Context: an optimization exercise on an open-source flow, tuned for a short achievable clock period and few clock cycles per item. The choices shown serve that exercise and are no tape-out recipe.
At most, simulation tests tie the RTL to the original design; equivalence was not proved.
Power figures rest on the tool's default switching activity, not on a simulated workload.

==> flow/design.v (excerpt) <==
module bitpack_codec (
    input  wire       clk,
    input  wire       rst,
    input  wire       enc_in_valid,
    output wire       enc_in_ready,
    input  wire       enc_in_end,
    input  wire [7:0] enc_in_data,
    output wire       enc_out_valid,
    input  wire       enc_out_ready,
    output wire [7:0] enc_out_data,
    output wire       enc_done,
    output wire       enc_collision,
    input  wire       dec_in_valid,
    output wire       dec_in_ready,
    input  wire       dec_in_eof,
    input  wire [7:0] dec_in_data,
    output wire       dec_out_valid,
    input  wire       dec_out_ready,
    output wire [7:0] dec_out_data,
    output wire       dec_done,
    output wire [2:0] dec_status
);
    compression_encoder_fsm u_enc (
        .clk(clk), .rst(rst),
        .in_valid(enc_in_valid), .in_ready(enc_in_ready),
        .in_end(enc_in_end), .in_data(enc_in_data),
        .out_valid(enc_out_valid), .out_ready(enc_out_ready),
        .out_data(enc_out_data),
        .enc_done(enc_done), .enc_collision(enc_collision)
    );
  ...
clock: 6.0 ns
lec_check: 0
abc_clock_period_in_ps: 3000
cap_margin: 20
core_margin: 2
core_utilization: 40
setup_slack_margin: 1.5
slew_margin: 20
run.sh (not shown) runs the stock make flow with config.mk's settings and CLKGATE_MAP_FILE= SYNTH_SCRIPT=/design/flow/synth_recipe.tcl, a recipe that flattens the netlist after the stock synthesis.
==> next run, changes <==
--- a/flow/config.mk
+++ b/flow/config.mk
@@ -8 +8 @@
-export ABC_CLOCK_PERIOD_IN_PS = 3000
+export ABC_CLOCK_PERIOD_IN_PS = 2500
@@ -12 +12 @@
-export SETUP_SLACK_MARGIN = 1.5
+export SETUP_SLACK_MARGIN = 3.0
After rerunning: Routed wire length grows by 4.0%. Sequential cell count stays the same. Sequential power shrinks by about 1%. Die area is unchanged. Via count grows by 2.4%.
No run of this note included a check of the RTL's function; only the layout flow was run.

---

Setup of JK:
Another version of the RTL of bitpack_codec (not shown whole).
Size in the first run: ~40,000 µm² of cells after synthesis.
export LEC_CHECK = 0
export CAP_MARGIN = 20
export CORE_MARGIN = 2
export CORE_UTILIZATION = 40
export SETUP_SLACK_MARGIN = 3.4
export SLEW_MARGIN = 20
export TNS_END_PERCENT = 100
create_clock -name core_clock -period 6.0 [get_ports {clk}]
Having completed the whole flow, JK delivered a layout that passed the timing, DRC and antenna checks.
Testbench counts of JK, summed over its fixed seeds: cycles 55,811, items 54,748.
> inputs changed (JK -> MS)
Settings: swapping 3.4 for 3.2 in SETUP_SLACK_MARGIN; clearing TNS_END_PERCENT, which used to be 100; putting ABC_CLOCK_PERIOD_IN_PS at 2000 where nothing was set.
[summary]
From MS to JK, die span in x did not move at all. Going from JK to MS, multi-input combinational cell count closely matched the old numbers; final worst-path cycle share now larger; area overhead of the layout relative to synthesis went down 2.9 points; number of gates given a new drive strength after cts went down; maximum resistive drop on vdd now smaller. Looking at final critical delay including setup and external delays across MS and JK, the one that comes out lower is JK. Comparing MS and JK, initial antenna violation count is higher on MS. Compared to JK, MS has highest achievable clock rate 1.1% lower. Number of detailed-route iterations in the first pass, MS and JK: smaller value in MS.

---

bitpack_codec, a different RTL version from the one above (not shown whole).
For scale: ~870 flip-flops, roughly 50 I/O pins, roughly 40000 µm² of cells after synthesis.
==> flow/config.mk <==
export PLATFORM = sky130hd
export DESIGN_NAME = bitpack_codec
export DESIGN_NICKNAME = bitpack_codec
export VERILOG_FILES = /design/flow/design.v
export SDC_FILE = /design/flow/constraint.sdc
export NUM_CORES = 4
export LEC_CHECK = 0
export CAP_MARGIN = 20
export CORE_MARGIN = 2
export CORE_UTILIZATION = 40
export SETUP_SLACK_MARGIN = 3.6
export SLEW_MARGIN = 20
export TNS_END_PERCENT = 100
==> flow/constraint.sdc <==
create_clock -name core_clock -period 6.0 [get_ports {clk}]
set_input_delay 1.2000 -clock core_clock [delete_from_list [all_inputs] [get_ports {clk}]]
set_output_delay 1.2000 -clock core_clock [all_outputs]
set_load 0.01 [all_outputs]
Testbench counts at the start, summed over its fixed seeds: cycles 55,811, items 54,748.
Then changed:
--- a/flow/config.mk
+++ b/flow/config.mk
@@ -11 +11 @@
-export SETUP_SLACK_MARGIN = 3.6
+export SETUP_SLACK_MARGIN = 3.4
=> Synthesized area is unchanged; register-to-register slack improves by 0.03 ns; hold slack improves by 0.0061 ns; combinational power shrinks by about 24%; via count shrinks by about 5.6%; sequential share of layout area grows by 4.2 points; routed wire length shrinks by about 7.5%; global-route usage shrinks by 0.71 points; design area shrinks by about 8%; clock skew grows by 0.0053 ns.

-- what the ideal ports hide --
Ports are ideal in the flow. The routed layouts listed here were re-timed in OpenROAD.
Step 1: set_driving_cell puts a clkbuf_16 on clk and a buf_2 on each other input, an assumption about the parent block.
Step 2 also shifts input and output timing later by t, the mid clock arrival at the registers, as if the neighbouring blocks saw the same clock.
Three values: ideal, step 1, step 2; two values: the first two.
| run | t, ns | setup slack, ns | cell pins on the clock port's net |
|---|---|---|---|
| the first run of note 1 | 0.685 | 1.534 / 1.572 / 0.887 | 1 |
| the second run of note 1 | 0.708 | 1.723 / 1.719 / 1.010 | 1 |
| JK | 0.744 | 3.058 / 2.995 / 2.521 | 1 |
| MS | 0.726 | 3.026 / 2.903 / 2.507 | 1 |
| the first run of note 3 | 0.726 | 3.266 / 3.175 / 2.924 | 1 |
| the second run of note 3 | 0.726 | 3.278 / 3.231 / 2.691 | 1 |
After both steps setup and hold are still met in every run listed. For the second run of note 1, which loses most, drivers alone change the setup slack by -0.004 ns; drivers and shift together by -0.713 ns.
